From an optimization exercise on the open Yosys and OpenROAD flow, aimed at small area, a short achievable clock period and few clock cycles; shortcuts taken in it are not production practice.
In this exercise RTL edits were held to simulation tests only and were not proved equivalent to the original.
Power figures rest on the tool's default switching activity, not on a simulated workload.

**flow/design.v**
```verilog
module pct_powmod #(
    parameter W = 128
) (
    input  wire         clk,
    input  wire         rst,         
    input  wire         start,       
    input  wire         base_neg,
    input  wire [W-1:0] base,
    input  wire         exp_neg,
    input  wire [W-1:0] expo,
    input  wire         mod_neg,
    input  wire [W-1:0] modulus,
    output wire         ready,
    output reg          done,        
    output wire [W-1:0] result,
    output reg          err
);
    localparam RW = W + 2;           
    localparam XW = W + 3;           
    localparam [2:0] S_IDLE = 3'd0,
                     S_PREP = 3'd1,  
                     S_INIT = 3'd2,  
                     S_RUN  = 3'd3,  
                     S_CPA  = 3'd4,  
                     S_FIXR = 3'd5,  
                     S_FIXC = 3'd6,  
                     S_SHR  = 3'd7;  
    localparam [1:0] MD_BRED = 2'd0, MD_SQR = 2'd1, MD_MUL = 2'd2;
    reg [2:0]    state;
    reg [1:0]    mode;
    reg          asel;               
    reg          fix;                
    reg          fl_bn, fl_en, fl_mn;
    reg [W-1:0]  m_r;                
    reg [6:0]    sh;                 
    reg [W-1:0]  e_r;                
    reg [7:0]    ecnt;               
    reg [W:0]    bm;                 
    reg [W:0]    res;                
    reg [RW-1:0] s_r, c_r;           
    reg          dg1, dg2;           
    reg [2:0]    q1_r;               
    reg [8:0]    pos;                
    assign ready  = (state == S_IDLE);
    assign result = res[W-1:0];
    wire [XW-1:0] bext = {{(XW-W-1){res[W]}}, res};
    wire [W:0]    opa  = asel ? bm : res;
    wire          dc   = m_r[W-2];
    function [2:0] qsel;
        input [4:0] sx, cx;
        input       dcl;
        reg c0, c1, c2, c3, c4, s0, s1, s2, s3, s4, dc, o1, o2, on;
        reg new_n15, new_n16, new_n17, new_n18, new_n19, new_n20, new_n21, new_n22, new_n23, new_n24, new_n25, new_n26, new_n27, new_n28, new_n29, new_n30, new_n31, new_n32, new_n33, new_n34, new_n35, new_n36, new_n37, new_n38, new_n39, new_n40, new_n41, new_n42, new_n43, new_n44, new_n45, new_n46, new_n47, new_n48, new_n49, new_n50, new_n51, new_n52, new_n53, new_n54, new_n55, new_n56, new_n57, new_n58, new_n59, new_n60, new_n61, new_n62, new_n63, new_n64, new_n65, new_n66, new_n67, new_n68, new_n69, new_n70, new_n71, new_n72, new_n73, new_n74, new_n75, new_n76, new_n77, new_n78, new_n80, new_n81, new_n82, new_n83, new_n84, new_n85, new_n86, new_n87, new_n88, new_n89, new_n90, new_n91, new_n92, new_n93, new_n94, new_n95, new_n96, new_n97, new_n98, new_n100, new_n101, new_n102, new_n103, new_n104, new_n105, new_n106, new_n107, new_n108, new_n109, new_n110, new_n111, new_n112, new_n113;
        begin
            {c4, c3, c2, c1, c0} = cx;
            {s4, s3, s2, s1, s0} = sx;
            dc = dcl;
            new_n15 = ~c2 & ~s2;
            new_n16 = ~c1 & ~s1;
            new_n17 = c1 & s1;
            new_n18 = c0 & s0;
            new_n19 = ~new_n17 & ~new_n18;
            new_n20 = ~new_n16 & ~new_n19;
            new_n21 = new_n15 & ~new_n20;
            new_n22 = c3 & s3;
            new_n23 = c2 & s2;
            new_n24 = ~c0 & ~s0;
            new_n25 = ~new_n23 & ~new_n24;
            new_n26 = ~c3 & ~s3;
            new_n27 = ~new_n15 & ~new_n26;
            new_n28 = new_n17 & ~new_n25;
            new_n29 = new_n27 & new_n28;
            new_n30 = ~new_n22 & ~new_n29;
            new_n31 = ~new_n21 & ~new_n30;
            new_n32 = ~new_n15 & ~new_n18;
            new_n33 = new_n16 & ~new_n23;
            new_n34 = ~new_n32 & new_n33;
            new_n35 = ~s3 & new_n34;
            new_n36 = ~new_n16 & ~new_n24;
            new_n37 = ~new_n17 & ~new_n36;
            new_n38 = new_n23 & ~new_n37;
            new_n39 = ~s3 & ~new_n38;
            new_n40 = ~new_n34 & ~new_n39;
            new_n41 = ~c3 & ~new_n40;
            new_n42 = ~new_n31 & ~new_n35;
            new_n43 = ~new_n41 & new_n42;
            new_n44 = ~c4 & ~s4;
            new_n45 = c4 & s4;
            new_n46 = ~new_n44 & ~new_n45;
            new_n47 = ~new_n43 & new_n46;
            new_n48 = c3 & new_n38;
            new_n49 = s3 & ~new_n48;
            new_n50 = ~c3 & new_n15;
            new_n51 = ~new_n20 & new_n50;
            new_n52 = ~s3 & ~new_n51;
            new_n53 = new_n16 & new_n24;
            new_n54 = new_n17 & new_n18;
            new_n55 = ~new_n53 & ~new_n54;
            new_n56 = ~new_n52 & new_n55;
            new_n57 = ~new_n49 & new_n56;
            new_n58 = ~new_n46 & ~new_n57;
            new_n59 = ~new_n27 & new_n54;
            new_n60 = ~new_n22 & ~new_n23;
            new_n61 = new_n53 & ~new_n60;
            new_n62 = ~dc & ~new_n24;
            new_n63 = ~new_n18 & new_n62;
            new_n64 = ~new_n22 & new_n46;
            new_n65 = ~s2 & new_n24;
            new_n66 = new_n64 & new_n65;
            new_n67 = ~new_n15 & ~new_n23;
            new_n68 = s2 & new_n18;
            new_n69 = ~new_n26 & new_n68;
            new_n70 = new_n46 & new_n69;
            new_n71 = ~new_n63 & ~new_n67;
            new_n72 = ~new_n66 & new_n71;
            new_n73 = ~new_n70 & new_n72;
            new_n74 = ~new_n16 & ~new_n17;
            new_n75 = ~new_n73 & new_n74;
            new_n76 = ~new_n59 & ~new_n61;
            new_n77 = ~new_n75 & new_n76;
            new_n78 = ~new_n58 & new_n77;
            o1 = ~new_n47 & new_n78;
            new_n80 = ~dc & new_n19;
            new_n81 = new_n38 & ~new_n80;
            new_n82 = new_n26 & new_n81;
            new_n83 = ~new_n16 & new_n62;
            new_n84 = new_n21 & ~new_n83;
            new_n85 = new_n22 & new_n84;
            new_n86 = ~new_n21 & ~new_n38;
            new_n87 = dc & new_n19;
            new_n88 = new_n36 & new_n87;
            new_n89 = ~new_n86 & ~new_n88;
            new_n90 = ~new_n22 & ~new_n26;
            new_n91 = ~new_n89 & new_n90;
            new_n92 = new_n46 & ~new_n82;
            new_n93 = ~new_n85 & new_n92;
            new_n94 = ~new_n91 & new_n93;
            new_n95 = new_n22 & new_n81;
            new_n96 = new_n26 & new_n84;
            new_n97 = ~new_n46 & ~new_n95;
            new_n98 = ~new_n96 & new_n97;
            o2 = new_n94 | new_n98;
            new_n100 = ~new_n15 & new_n20;
            new_n101 = ~new_n46 & new_n60;
            new_n102 = ~new_n100 & new_n101;
            new_n103 = new_n17 & ~new_n24;
            new_n104 = ~new_n23 & ~new_n103;
            new_n105 = ~new_n15 & new_n46;
            new_n106 = ~new_n53 & new_n105;
            new_n107 = ~new_n104 & new_n106;
            new_n108 = ~new_n102 & ~new_n107;
            new_n109 = ~new_n26 & ~new_n108;
            new_n110 = new_n15 & new_n53;
            new_n111 = ~new_n26 & ~new_n46;
            new_n112 = ~new_n64 & ~new_n110;
            new_n113 = ~new_n111 & new_n112;
            on = new_n109 | new_n113;
            qsel = {o1, o2, on};
        end
    endfunction
    function [RW-1:0] mqf;
        input [2:0]   q;
        input [W-1:0] m;
        begin
            mqf = (({RW{q[2]}} & {2'b00, m}) | ({RW{q[1]}} & {1'b0, m, 1'b0}))
                  ^ {RW{q[0]}};
        end
    endfunction
    function [XW-1:0] csa_s;
        input [XW-1:0] a, b, c;
        csa_s = a ^ b ^ c;
    endfunction
    function [XW-1:0] csa_c;
        input [XW-1:0] a, b, c;
        csa_c = {((a & b) | (a & c) | (b & c)), 1'b0} ;
    endfunction
    function [2:0] qnext;
        input [RW-1:0] s, c;
        input [XW-1:0] ab;
        input          dcl;
        reg   [XW-1:0] sx, cx;
        begin
            sx = csa_s({s, 1'b0}, {c, 1'b0}, ab);
            cx = csa_c({s, 1'b0}, {c, 1'b0}, ab);
            qnext = qsel(sx[XW-1:XW-5], cx[XW-1:XW-5], dcl);
        end
    endfunction
    wire [XW-1:0] a1b  = dg1 ? bext : {XW{1'b0}};
    wire [XW-1:0] sx1  = csa_s({s_r, 1'b0}, {c_r, 1'b0}, a1b);
    wire [XW-1:0] cx1  = csa_c({s_r, 1'b0}, {c_r, 1'b0}, a1b);
    wire [RW-1:0] mq1  = mqf(q1_r, m_r);
    wire [XW-1:0] s1x  = csa_s({1'b0, sx1[RW-1:0]}, {1'b0, cx1[RW-1:0]}, {1'b0, mq1});
    wire [XW-1:0] c1x  = csa_c({1'b0, sx1[RW-1:0]}, {1'b0, cx1[RW-1:0]}, {1'b0, mq1});
    wire [RW-1:0] s1   = s1x[RW-1:0];
    wire [RW-1:0] c1   = {c1x[RW-1:1], q1_r[0]};
    wire [XW-1:0] a2b  = dg2 ? bext : {XW{1'b0}};
    wire [XW-1:0] sx2  = csa_s({s1, 1'b0}, {c1, 1'b0}, a2b);
    wire [XW-1:0] cx2  = csa_c({s1, 1'b0}, {c1, 1'b0}, a2b);
    wire [2:0]    q2r  = qsel(sx2[XW-1:XW-5], cx2[XW-1:XW-5], dc);
    wire [2:0]    q2   = fix ? {1'b1, 1'b0, ~res[W]} : q2r;
    wire [RW-1:0] mq2  = mqf(q2, m_r);
    wire [XW-1:0] s2x  = csa_s({1'b0, sx2[RW-1:0]}, {1'b0, cx2[RW-1:0]}, {1'b0, mq2});
    wire [XW-1:0] c2x  = csa_c({1'b0, sx2[RW-1:0]}, {1'b0, cx2[RW-1:0]}, {1'b0, mq2});
    wire [RW-1:0] s2   = s2x[RW-1:0];
    wire [RW-1:0] c2   = {c2x[RW-1:1], q2[0]};
    wire          cin = (state == S_PREP);
    function [RW-1:0] bkadd;
        input [RW-1:0] a, b;
        input          ci;
        reg   [RW:0]   g, p;
        integer        d, i;
        begin
            g = {a & b, ci};
            p = {a ^ b, 1'b0};
            for (d = 1; d <= RW; d = d * 2)
                for (i = 2 * d - 1; i <= RW; i = i + 2 * d) begin
                    g[i] = g[i] | (p[i] & g[i - d]);
                    p[i] = p[i] & p[i - d];
                end
            for (d = 1 << $clog2(RW); d >= 1; d = d / 2)
                for (i = 3 * d - 1; i <= RW; i = i + 2 * d) begin
                    g[i] = g[i] | (p[i] & g[i - d]);
                    p[i] = p[i] & p[i - d];
                end
            bkadd = (a ^ b) ^ g[RW-1:0];
        end
    endfunction
    wire [RW-1:0] cpa = bkadd(s_r, c_r, cin);
    wire          bred = (mode == MD_BRED);
    wire [8:0]    pos2 = pos - 9'd1;
    wire          dig1 = bred ? (pos == 9'd0)  : opa[pos[7:0]];
    wire          dig2 = bred ? (pos2 == 9'd0) : opa[pos2[7:0]];
    wire [8:0]    lim  = bred ? 9'd0 - {2'b00, sh} : {2'b00, sh};
    wire [8:0]    p0   = bred ? (sh[0] ? 9'd0 : 9'd1) : (sh[0] ? 9'd128 : 9'd127);
    wire          sgn_a = !bred && opa[W];
    wire [8:0]    p0m1 = p0 - 9'd1;
    wire          idig1 = bred ? (p0 == 9'd0)   : opa[p0[7:0]];
    wire          idig2 = bred ? (p0m1 == 9'd0) : opa[p0m1[7:0]];
    wire [XW-1:0] n1b  = dig1 ? bext : {XW{1'b0}};
    wire [2:0]    qn_p2 = qnext(csa_s(sx2, cx2, {1'b0, mqf(3'b011, m_r)}),
                                csa_c(sx2, cx2, {1'b0, mqf(3'b011, m_r)}) | 1'b1, n1b, dc);
    wire [2:0]    qn_p1 = qnext(csa_s(sx2, cx2, {1'b0, mqf(3'b101, m_r)}),
                                csa_c(sx2, cx2, {1'b0, mqf(3'b101, m_r)}) | 1'b1, n1b, dc);
    wire [2:0]    qn_z  = qnext(csa_s(sx2, cx2, {XW{1'b0}}),
                                csa_c(sx2, cx2, {XW{1'b0}}), n1b, dc);
    wire [2:0]    qn_m1 = qnext(csa_s(sx2, cx2, {1'b0, mqf(3'b100, m_r)}),
                                csa_c(sx2, cx2, {1'b0, mqf(3'b100, m_r)}), n1b, dc);
    wire [2:0]    qn_m2 = qnext(csa_s(sx2, cx2, {1'b0, mqf(3'b010, m_r)}),
                                csa_c(sx2, cx2, {1'b0, mqf(3'b010, m_r)}), n1b, dc);
    wire [2:0]    qn   = q2r[1] ? (q2r[0] ? qn_p2 : qn_m2) :
                         q2r[2] ? (q2r[0] ? qn_p1 : qn_m1) : qn_z;
    wire [RW-1:0] s_init = sgn_a ? ~bext[RW-1:0] : {RW{1'b0}};
    wire [RW-1:0] c_init = {{(RW-1){1'b0}}, sgn_a};
    wire [XW-1:0] i1b  = idig1 ? bext : {XW{1'b0}};
    wire [2:0]    qi   = qnext(s_init, c_init, i1b, dc);
    wire in_err = (fl_bn && res != 0) || (fl_en && e_r != 0) || fl_mn || m_r == 0;
    wire [7:0] ecnt_m1 = ecnt - 8'd1;
    always @(posedge clk) begin
        if (state == S_RUN || state == S_FIXR) begin
            s_r <= s2;
            c_r <= c2;
        end else if (state == S_INIT) begin
            s_r <= s_init;
            c_r <= c_init;
        end else begin
            s_r <= {RW{1'b0}};
            c_r <= {RW{1'b0}};
        end
        if (rst) begin
            state <= S_IDLE;
            done  <= 1'b0;
            err   <= 1'b0;
        end else begin
            done <= 1'b0;
            case (state)
            S_IDLE: begin
                if (start) begin
                    m_r   <= modulus;
                    e_r   <= expo;
                    res   <= {1'b0, base};
                    fl_bn <= base_neg;
                    fl_en <= exp_neg;
                    fl_mn <= mod_neg;
                    sh    <= 7'd0;
                    ecnt  <= 8'd128;
                    mode  <= MD_BRED;
                    asel  <= 1'b0;
                    fix   <= 1'b0;
                    state <= S_PREP;
                end
            end
            S_PREP: begin
                if (in_err) begin
                    err   <= 1'b1;
                    done  <= 1'b1;
                    state <= S_IDLE;
                end else if (e_r == 0) begin
                    err   <= 1'b0;
                    res   <= cpa[W:0];           
                    done  <= 1'b1;
                    state <= S_IDLE;
                end else begin
                    err <= 1'b0;
                    if (!m_r[W-1]) begin
                        m_r <= m_r << 1;
                        sh  <= sh + 7'd1;
                    end
                    if (!m_r[W-1] || !e_r[W-1]) begin
                        if (!e_r[W-1]) begin
                            e_r  <= e_r << 1;
                            ecnt <= ecnt_m1;
                        end
                    end else begin
                        e_r   <= e_r << 1;
                        ecnt  <= ecnt_m1;
                        state <= S_INIT;
                    end
                end
            end
            S_INIT: begin
                dg1   <= idig1;
                dg2   <= idig2;
                q1_r  <= qi;
                pos   <= p0 - 9'd2;
                state <= S_RUN;
            end
            S_RUN: begin
                dg1  <= dig1;
                dg2  <= dig2;
                q1_r <= qn;
                pos  <= pos - 9'd2;
                if (pos == lim - 9'd1)
                    state <= S_CPA;
            end
            S_CPA: begin
                res <= cpa[W:0];
                if (bred)
                    bm <= cpa[W:0];
                if (mode == MD_SQR && e_r[W-1]) begin
                    mode  <= MD_MUL;
                    asel  <= 1'b1;
                    state <= S_INIT;
                end else begin
                    if (!bred) begin
                        e_r  <= e_r << 1;
                        ecnt <= ecnt_m1;
                    end
                    mode <= MD_SQR;
                    asel <= 1'b0;
                    if ((bred ? ecnt : ecnt_m1) == 8'd0) begin
                        dg1   <= 1'b0;
                        dg2   <= 1'b1;
                        q1_r  <= 3'b000;
                        fix   <= 1'b1;
                        state <= S_FIXR;
                    end else
                        state <= S_INIT;
                end
            end
            S_FIXR: begin
                fix   <= 1'b0;
                state <= S_FIXC;
            end
            S_FIXC: begin
                if (res[W] || !cpa[W])
                    res <= cpa[W:0];
                if (sh == 7'd0) begin
                    done  <= 1'b1;
                    state <= S_IDLE;
                end else
                    state <= S_SHR;
            end
            S_SHR: begin
                res <= {1'b0, res[W:1]};
                sh  <= sh - 7'd1;
                if (sh == 7'd1) begin
                    done  <= 1'b1;
                    state <= S_IDLE;
                end
            end
            endcase
        end
    end
endmodule
```
**flow/constraint.sdc**
```tcl
create_clock -name core_clock -period 11.0 [get_ports {clk}]
set_input_delay 2.2000 -clock core_clock [delete_from_list [all_inputs] [get_ports {clk}]]
set_output_delay 2.2000 -clock core_clock [all_outputs]
set_load 0.01 [all_outputs]
```
**flow/config.mk**
```make
export PLATFORM = sky130hd
export DESIGN_NAME = pct_powmod
export DESIGN_NICKNAME = pct_powmod
export VERILOG_FILES = /design/flow/design.v
export SDC_FILE = /design/flow/constraint.sdc
export NUM_CORES = 4
export LEC_CHECK = 0
export CAP_MARGIN = 20
export CORE_MARGIN = 2
export CORE_UTILIZATION = 35
export SETUP_SLACK_MARGIN = 5
export SLEW_MARGIN = 20
```
**flow/run.sh**
```bash
#!/bin/bash
# synth_recipe.tcl (not shown) runs the flow's synth.tcl, then flattens the netlist and writes it again
# the make line also repeats each setting of config.mk as NAME=value (left out here)
make -C /OpenROAD-flow-scripts/flow DESIGN_CONFIG=/design/flow/config.mk WORK_HOME=/design/flow/orfs CLKGATE_MAP_FILE= SYNTH_SCRIPT=/design/flow/synth_recipe.tcl finish
```
==> out/results.ini, run 1 <==
[yosys]
ys_ff_latch = 812
synth_most_common_cell = nand2_1
synth_top_area_cell = edfxtp_1
synth_area_sq_mm = 0.06493
async_flop_share_pct = 0
synth_fp_nets = 7446
synth_seq_area_share_pct = 33.50
synth_mux_area_share_pct = 5.147
synth_compound_area_share_pct = 14.53
synth_top_family_by_area = adder cells
synth_xor_area_share_pct = 5.054
syn_inst = 6255
yosys.area_share.adder_pct = 22.56
synth-edff-count = 549
avgSynthCellArea_sq_um = 10.38
yosysTopAreaCellShare_pct = 25.39
synth_warnings = 1
synth_ff_type = edfxtp_1
synth_area_leaders = edfxtp_1, fa_1, dfxtp_1
synth_cell_type_count = 99
yosys-top-cells-count = nand2_1, inv_1, fa_1
synthSimpleGateAreaFrac_pct = 11.18

[cells_and_area]
final_util_pct = 41.68
fin_nets = 7753
layout.cells.non_filler = 9145
final_area_sq_mm = 0.07704
multi_input_area_sq_mm = 0.03860
drive_gt1_share_pct = 8.541
area_growth_syn_to_layout_pct = 18.65
seq_area_sq_mm = 0.02176
fill_cells = 17700

[timing]
final_max_slew_viol_count = 0
setup_viol = 0
fin_crit_sh_pct = 53.68
worst_pin_slew_ns = 1.255
maxSlewHeadroom_pct = 15.54
finClkSkew_ns = 0.04964
hold_viol = 0
tns_ns = 0
fin_crit_ns = 5.905
fmax_mhz = 169.4
rsz0062_at_grt = true

[detailed_routing]
ant_nets = 0
routed_wl_mm = 249.4
wl_per_cell_um = 27.28
via_per_inst = 5.732
vias = 52420
drc = 0
first_pass_iters = 8
drt-initial-drc-count = 6108

[clock_network]
cts_buffer_depth = 3
cts_buffers = 100
cts_hold_buf = 0
clk_pin_slew_ns = 0.06
cts_root_buf = clkbuf_16
htreeDepth = 3
cts_sinks = 812
clk_latency_ns = 0.76
cts_tree = done

[global_route]
overflow = 0
grt_antenna_before_repair = 17
grt.total_usage_pct = 25.43
grt_pass1_vias = 52790
grt_max_degree = 128
grt_pass1_wl_mm = 361.2

[worst_setup_path]
worstSetupStartpoint = dg1
reg2reg_from = dg1
startpoint_type = flip-flop
cp.required_ns = 11.59
crit_arrival_ns = 6.50
worstSetupPathType = flip-flop to flip-flop
endpoint_kind = flip-flop
cp_max_fo = 8

[placed_design]
gp_congestion = 0.9409
dp.cells = 8848
placed_cell_area_sq_mm = 0.07170
hpwl_mm = 172.8
numPortBuffers = 520

[floorplan]
rows = 158
dieArea_sq_mm = 0.1890
io_pins = 521
start_util_pct = 35.13
core_sq_mm = 0.1848
die_x_um = 434.7
die_y_um = 434.7

[job]
cap_violations = 0

[power_and_ir_drop]
power_density_mw_per_mm2 = 369.3
power_w = 0.02845
p_leak_nw = 28.68
ir_worst_vdd_mv = 0.4072

[status]
status = timing/DRC/antenna clean

[min_path]
worstHoldStart = res[122]
hold_path.class = flip-flop to flip-flop

[kinds of logic (layout without fill, tap and decap cells)]
logic type | after synthesis | count (layout)
other | 0 | 15
muxes | 183 | 183
adders and majority gates | 803 | 803
and+or+nand+nor | 1550 | 1556
buffers and inverters | 1226 | 1615
AOI/OAI and AO/OA | 1312 | 1312
DFF | 812 | 812
xor gates and xnor gates | 369 | 369
[power by group]
group | switching, W | internal [W] | total (W)
registers | 0.000828 | 0.00405 | 0.00488
logic | 0.0119 | 0.00810 | 0.0200
clock network | 0.00150 | 0.00210 | 0.00361
total | 0.0142 | 0.0143 | 0.0285
[path summary, 6_finish.rpt]
path         endpoint  slack, ns  depth (start not counted)
max           q1_r[2]       5.10                         20
min          s_r[122]       0.53                          1
max reg2reg   q1_r[2]       5.10                         20
min reg2reg  s_r[122]       0.53                          1
[flip-flops by register name, indices dropped and copies added (netlist names)]
| name | cells |
|---|---|
| q1_r | 3 |
| bm | 129 |
| fl_mn | 1 |
| m_r | 128 |
| done | 1 |
| err | 1 |
| ecnt | 8 |
| dg2 | 1 |
| dg1 | 1 |
| state | 3 |
| fl_en | 1 |
| c_r | 129 |
| e_r | 128 |
| fix | 1 |
| sh | 7 |
| pos | 9 |
| asel | 1 |
| res | 129 |
| fl_bn | 1 |
| mode | 1 |
| s_r | 129 |
[layout by cell type, fill, tap and decap left out, types with 38 or more instances in the layout]
master and count:
nand2_1 738, inv_1 734, fa_1 605, edfxtp_1 549, clkdlybuf4s50_1 520, xnor2_1 343
o21ai_0 303, a22oi_1 276, dfxtp_1 260, nor2_1 221, ha_1 184, and2_1 154
a221o_1 138, a21oi_1 133, a22o_1 128, mux4_2 119, clkbuf_16 109, buf_4 109
nor4_1 107, nor2b_1 85, a21o_1 56, nand4_1 53, mux2i_1 47, nor3_1 38
[routing by layer]
metal / GRT usage [%] / part of all wire, %
met1: 32.12 / 38
met2: 39.57 / 45
met3: 4.051 / 8.2
met4: 18.54 / 8.5
met5: 0 / 0.016
[cell type report]
class / instances / area share [%]
Timing Repair Buffer: 682 / 9.328
Tap cell: 2480 / 4.028
Clock inverter: 54 / 1.069
Antenna cell: 15 / 0.04872
Multi-Input combinational cell: 4223 / 50.10
Inverter: 743 / 3.665
Clock buffer: 136 / 3.514
Sequential cell: 812 / 28.25
[worst max-delay path: stages, from the launching register on]
cell       delay [ns]
edfxtp_1         0.45
clkbuf_16        0.19
and2_1           0.15
fa_1             0.48
inv_1            0.05
fa_1             0.47
inv_1            0.06
fa_2             0.52
fa_1             0.55
inv_2            0.05
fa_2             0.54
nand3b_1         0.21
a21oi_2          0.07
or2_4            0.31
nor4_4           0.34
o21ai_2          0.12
or3_4            0.35
a2111oi_4        0.28
a31oi_1          0.09
o2111ai_1        0.27
o31a_1           0.19
[stage by stage]
| step | setup slack [ns] | hold WS [ns] |
|---|---|---|
| 2_1_floorplan | 4.110 | 0.5200 |
| 3_3_place_gp | 3.044 | 0.5467 |
| 3_5_place_dp | 3.409 | 0.5507 |
| 4_1_cts | 4.958 | 0.5613 |
| 5_1_grt | 4.964 | 0.5521 |
| 6_report | 5.095 | 0.5298 |
[timing repair]
action,CTS,global route
endpoints found under the setup margin,510,346
pin swaps,10,18
gates cloned,17,11
setup buffers,30,32
resized for setup,84,57
Testbench counts, summed over its fixed seeds: cycles 1,014,592.
==> inputs of run 2 (changes only) <==
--- a/flow/design.v
+++ b/flow/design.v
@@ -25,5 +25,5 @@
                      S_FIXR = 3'd5,  
                      S_FIXC = 3'd6,  
-                     S_SHR  = 3'd7;  
+                     S_ONE  = 3'd7;  
     localparam [1:0] MD_BRED = 2'd0, MD_SQR = 2'd1, MD_MUL = 2'd2;
     reg [2:0]    state;
@@ -31,4 +31,6 @@
     reg          asel;               
     reg          fix;                
+    reg          copy;               
+    reg          uns;                
     reg          fl_bn, fl_en, fl_mn;
     reg [W-1:0]  m_r;                
@@ -198,5 +200,5 @@
     wire [XW-1:0] cx2  = csa_c({s1, 1'b0}, {c1, 1'b0}, a2b);
     wire [2:0]    q2r  = qsel(sx2[XW-1:XW-5], cx2[XW-1:XW-5], dc);
-    wire [2:0]    q2   = fix ? {1'b1, 1'b0, ~res[W]} : q2r;
+    wire [2:0]    q2   = fix ? {!copy, 1'b0, !copy && !res[W]} : q2r;
     wire [RW-1:0] mq2  = mqf(q2, m_r);
     wire [XW-1:0] s2x  = csa_s({1'b0, sx2[RW-1:0]}, {1'b0, cx2[RW-1:0]}, {1'b0, mq2});
@@ -204,5 +206,5 @@
     wire [RW-1:0] s2   = s2x[RW-1:0];
     wire [RW-1:0] c2   = {c2x[RW-1:1], q2[0]};
-    wire          cin = (state == S_PREP);
+    wire          cin = (state == S_PREP) || (state == S_ONE);
     function [RW-1:0] bkadd;
         input [RW-1:0] a, b;
@@ -227,4 +229,5 @@
     endfunction
     wire [RW-1:0] cpa = bkadd(s_r, c_r, cin);
+    wire [7:0]    ecnt_m1 = ecnt - 8'd1;
     wire          bred = (mode == MD_BRED);
     wire [8:0]    pos2 = pos - 9'd1;
@@ -233,5 +236,4 @@
     wire [8:0]    lim  = bred ? 9'd0 - {2'b00, sh} : {2'b00, sh};
     wire [8:0]    p0   = bred ? (sh[0] ? 9'd0 : 9'd1) : (sh[0] ? 9'd128 : 9'd127);
-    wire          sgn_a = !bred && opa[W];
     wire [8:0]    p0m1 = p0 - 9'd1;
     wire          idig1 = bred ? (p0 == 9'd0)   : opa[p0[7:0]];
@@ -250,15 +252,22 @@
     wire [2:0]    qn   = q2r[1] ? (q2r[0] ? qn_p2 : qn_m2) :
                          q2r[2] ? (q2r[0] ? qn_p1 : qn_m1) : qn_z;
-    wire [RW-1:0] s_init = sgn_a ? ~bext[RW-1:0] : {RW{1'b0}};
-    wire [RW-1:0] c_init = {{(RW-1){1'b0}}, sgn_a};
     wire [XW-1:0] i1b  = idig1 ? bext : {XW{1'b0}};
-    wire [2:0]    qi   = qnext(s_init, c_init, i1b, dc);
+    wire [2:0]    qi   = qnext({RW{1'b0}}, {RW{1'b0}}, i1b, dc);
+    wire          nxt_mul = (mode == MD_SQR) && e_r[W-1];
+    wire [W:0]    a_new  = nxt_mul ? bm : cpa[W:0];
+    wire [XW-1:0] cext   = {{(XW-W-1){cpa[W]}}, cpa[W:0]};
+    wire          sgn_n  = a_new[W];
+    wire          ndig1  = sh[0] ? a_new[W]   : a_new[W-1];
+    wire          ndig2  = sh[0] ? a_new[W-1] : a_new[W-2];
+    wire [RW-1:0] s_init = sgn_n ? ~cext[RW-1:0] : {RW{1'b0}};
+    wire [RW-1:0] c_init = {{(RW-1){1'b0}}, sgn_n};
+    wire [2:0]    qc     = qnext(s_init, c_init, ndig1 ? cext : {XW{1'b0}}, dc);
+    wire          nxt_fix = uns || (!nxt_mul && ((bred ? ecnt : ecnt_m1) == 8'd0));
     wire in_err = (fl_bn && res != 0) || (fl_en && e_r != 0) || fl_mn || m_r == 0;
-    wire [7:0] ecnt_m1 = ecnt - 8'd1;
     always @(posedge clk) begin
         if (state == S_RUN || state == S_FIXR) begin
             s_r <= s2;
             c_r <= c2;
-        end else if (state == S_INIT) begin
+        end else if (state == S_CPA && !nxt_fix) begin
             s_r <= s_init;
             c_r <= c_init;
@@ -287,4 +296,6 @@
                     asel  <= 1'b0;
                     fix   <= 1'b0;
+                    copy  <= 1'b0;
+                    uns   <= 1'b0;
                     state <= S_PREP;
                 end
@@ -337,23 +348,22 @@
                 if (bred)
                     bm <= cpa[W:0];
-                if (mode == MD_SQR && e_r[W-1]) begin
-                    mode  <= MD_MUL;
-                    asel  <= 1'b1;
-                    state <= S_INIT;
+                if (!nxt_mul && !bred) begin
+                    e_r  <= e_r << 1;
+                    ecnt <= ecnt_m1;
+                end
+                mode <= nxt_mul ? MD_MUL : MD_SQR;
+                asel <= nxt_mul;
+                if (nxt_fix) begin
+                    dg1   <= 1'b0;
+                    dg2   <= 1'b1;
+                    q1_r  <= 3'b000;
+                    fix   <= 1'b1;
+                    state <= S_FIXR;
                 end else begin
-                    if (!bred) begin
-                        e_r  <= e_r << 1;
-                        ecnt <= ecnt_m1;
-                    end
-                    mode <= MD_SQR;
-                    asel <= 1'b0;
-                    if ((bred ? ecnt : ecnt_m1) == 8'd0) begin
-                        dg1   <= 1'b0;
-                        dg2   <= 1'b1;
-                        q1_r  <= 3'b000;
-                        fix   <= 1'b1;
-                        state <= S_FIXR;
-                    end else
-                        state <= S_INIT;
+                    dg1   <= ndig1;
+                    dg2   <= ndig2;
+                    q1_r  <= qc;
+                    pos   <= (sh[0] ? 9'd128 : 9'd127) - 9'd2;
+                    state <= S_RUN;
                 end
             end
@@ -363,20 +373,28 @@
             end
             S_FIXC: begin
-                if (res[W] || !cpa[W])
-                    res <= cpa[W:0];
-                if (sh == 7'd0) begin
-                    done  <= 1'b1;
-                    state <= S_IDLE;
-                end else
-                    state <= S_SHR;
-            end
-            S_SHR: begin
-                res <= {1'b0, res[W:1]};
-                sh  <= sh - 7'd1;
-                if (sh == 7'd1) begin
-                    done  <= 1'b1;
-                    state <= S_IDLE;
+                if (copy) begin
+                    bm    <= cpa[W:0];
+                    copy  <= 1'b0;
+                    state <= S_ONE;
+                end else begin
+                    if (res[W] || !cpa[W])
+                        res <= cpa[W:0];
+                    if (uns || sh == 7'd0) begin
+                        done  <= 1'b1;
+                        state <= S_IDLE;
+                    end else begin
+                        copy  <= 1'b1;
+                        fix   <= 1'b1;
+                        state <= S_FIXR;
+                    end
                 end
             end
+            S_ONE: begin
+                res   <= cpa[W:0];           
+                mode  <= MD_MUL;
+                asel  <= 1'b1;
+                uns   <= 1'b1;
+                state <= S_INIT;
+            end
             endcase
         end
==> out/results.ini, run 2 <==
[floorplan]
dieArea_sq_mm = 0.1868
die_x_um = 432.2
core_sq_mm = 0.1827
start_util_pct = 35.12
die_y_um = 432.2
io_pins = 521
rows = 157

[worst_setup_path]
worstSetupStartpoint = state[0]
cpPeakStageDelay_ns = 0.58
startpoint_type = flip-flop
cp_max_fo = 4
slowest_stage = fa_2
crit_top_cell = inv_2
reg2reg_from = state[0]
endpoint_kind = flip-flop
worstSetupPathType = flip-flop to flip-flop
crit_arrival_ns = 8.35
cp.required_ns = 11.59

[power_and_ir_drop]
power_density_mw_per_mm2 = 286.3
ir_worst_vdd_mv = 0.3175
p_leak_nw = 30.94

[yosys]
synth-edff-count = 551
synth_warnings = 1
yosys-top-cells-count = nand2_1, inv_1, fa_1
synth_fp_nets = 7249
synth_cell_type_count = 95
yosysTopAreaCellShare_pct = 25.79
async_flop_share_pct = 0
syn_inst = 6060
avgSynthCellArea_sq_um = 10.59
synth_top_area_cell = edfxtp_1
synth_area_sq_mm = 0.06417
synth_seq_area_share_pct = 33.99
synth_most_common_cell = nand2_1
ys_ff_latch = 814
synth_area_leaders = edfxtp_1, fa_1, dfxtp_1
synth_ff_type = edfxtp_1

[clock_network]
clk_pin_slew_ns = 0.07
cts_buffers = 94
cts_hold_buf = 0
htreeDepth = 3
cts_buffer_depth = 3
clk_latency_ns = 0.75
cts_root_buf = clkbuf_16
cts_sinks = 814
cts_tree = done

[min_path]
hold_path.class = flip-flop to flip-flop
worstHoldStart = err

[placed_design]
numPortBuffers = 520
hpwl_mm = 177.7
placed_cell_area_sq_mm = 0.07104
gp_congestion = 0.9489
place_ws_ns = 1.646

[timing]
fin_crit_sh_pct = 70.47
rsz0062_at_grt = true
fmax_mhz = 129.0
setup_viol = 0
hold_viol = 0
tns_ns = 0
final_max_slew_viol_count = 0
worst_pin_slew_ns = 1.260
maxSlewHeadroom_pct = 15.22
finClkSkew_ns = 0.03967
fin_crit_ns = 7.752
fin_ws_ns = 3.248

[global_route]
grt_pass1_vias = 52400
grt_antenna_before_repair = 23
grt_max_degree = 101
grt.total_usage_pct = 27.13
overflow = 0
grt_pass1_wl_mm = 370.0

[detailed_routing]
vias = 52310
wl_per_cell_um = 29.77
drc = 0
ant_nets = 0
routed_wl_mm = 267.6
first_pass_iters = 8
drt-initial-drc-count = 6136
via_per_inst = 5.820

[cells_and_area]
final_area_sq_mm = 0.07996
fin_nets = 7694
final_common_cell = nand2_1
area_growth_syn_to_layout_pct = 24.61
drive_gt1_share_pct = 17.96
layout_common_cells = nand2_1, inv_1, edfxtp_1
fill_cells = 17000

[status]
status = timing/DRC/antenna clean

[job]
cap_violations = 0

-- run 2: final timing paths --
check | end | slack [ns] | cells past startpoint
max reg2reg | q1_r[2] | 3.25 | 36
max | q1_r[2] | 3.25 | 36
min | err | 0.50 | 2
min reg2reg | err | 0.50 | 2
-- run 2: metrics by stage --
stage	hold slack [ns]	cells	power [W]	util, %
after detailed placement	0.4939	8578	0.01634	38.89
after global placement	0.5028	8578	0.01623	38.89
final	0.5024	8987	0.02289	43.77
after global routing	0.5524	8983	0.02422	43.76
after CTS	0.5026	8885	0.02066	42.12
after floorplan	0.5169	6060	0.01257	-
-- run 2: repair_timing --
item | in CTS | in global routing
pin swaps | 54 | 179
resized for setup | 265 | 492
setup endpoints to repair | 546 | 449
gates cloned | 47 | 23
buffers inserted | 83 | 60
-- run 2: layer usage --
metal	up-vias	wire (um)	track usage, %
li1	21960	-	-
met3	728	25310	5.681
met1	26660	100000	33.86
met4	8	21490	18.82
met2	2951	120700	42.06
met5	-	56	0
-- run 2: critical path, delay by kind of cell (launching register included) --
kind / cells / cell delay, ns
fa+ha+maj: 5 / 1.46
buf+inv: 6 / 0.57
simple gates: 7 / 1.42
mux: 1 / 0.29
flops: 1 / 0.38
compound gates: 17 / 3.46
-- run 2: cells by family (layout without fill, tap and decap cells) --
family,after synthesis,count (layout),synth area share (%)
flip-flops,814,814,33.99
other,0,16,0
multiplexers,307,308,7.343
AND/OR/NAND/NOR,1422,1427,10.37
adder cells (fa/ha/maj),801,801,22.80
XOR/XNOR,382,382,5.257
buffers and inverters,1153,1670,7.700
AO/OA/AOI/OAI,1181,1184,12.54
-- run 2: area by class of cell --
| cell class | instances | area, sq um | share of cell area (%) |
|---|---|---|---|
| antenna | 16 | 40.04 | 0.05007 |
| clock buffer | 138 | 2775 | 3.471 |
| clock inverter | 39 | 417.9 | 0.5226 |
| inverter | 683 | 2601 | 3.253 |
| multi-input combinational | 4102 | 39790 | 49.76 |
| sequential | 814 | 21820 | 27.29 |
| tap | 2385 | 2984 | 3.732 |
| timing repair buffer | 810 | 9530 | 11.92 |
-- run 2: report_power, final --
| group | switching (W) | total, W | internal (W) |
|---|---|---|---|
| registers | 0.000540 | 0.00433 | 0.00379 |
| clock network | 0.00143 | 0.00333 | 0.00190 |
| logic | 0.00902 | 0.0152 | 0.00622 |
| total | 0.0110 | 0.0229 | 0.0119 |
Testbench counts of run 2, summed over its fixed seeds: cycles 999,228.

[what the ideal ports hide]
The results above use ideal ports. As a check the final layouts listed here were re-extracted and re-timed, cells and wires unchanged. Step 1 assumes that a clkbuf_16 drives the clock port and a buf_2 every other input. Step 2 also shifts input and output timing later by t, the mid clock arrival at the registers, as if the neighbouring blocks saw the same clock. Slacks: ideal ports / drivers / drivers and shift; pairs: ideal ports / drivers.
run	t (ns)	setup WS [ns]	worst hold slack (ns)
run 1	0.812	5.095 / 5.095 / 5.095	0.530 / 0.530 / 0.530
run 2	0.816	3.248 / 3.248 / 3.248	0.502 / 0.502 / 0.502
After both steps every run listed still meets setup and hold.
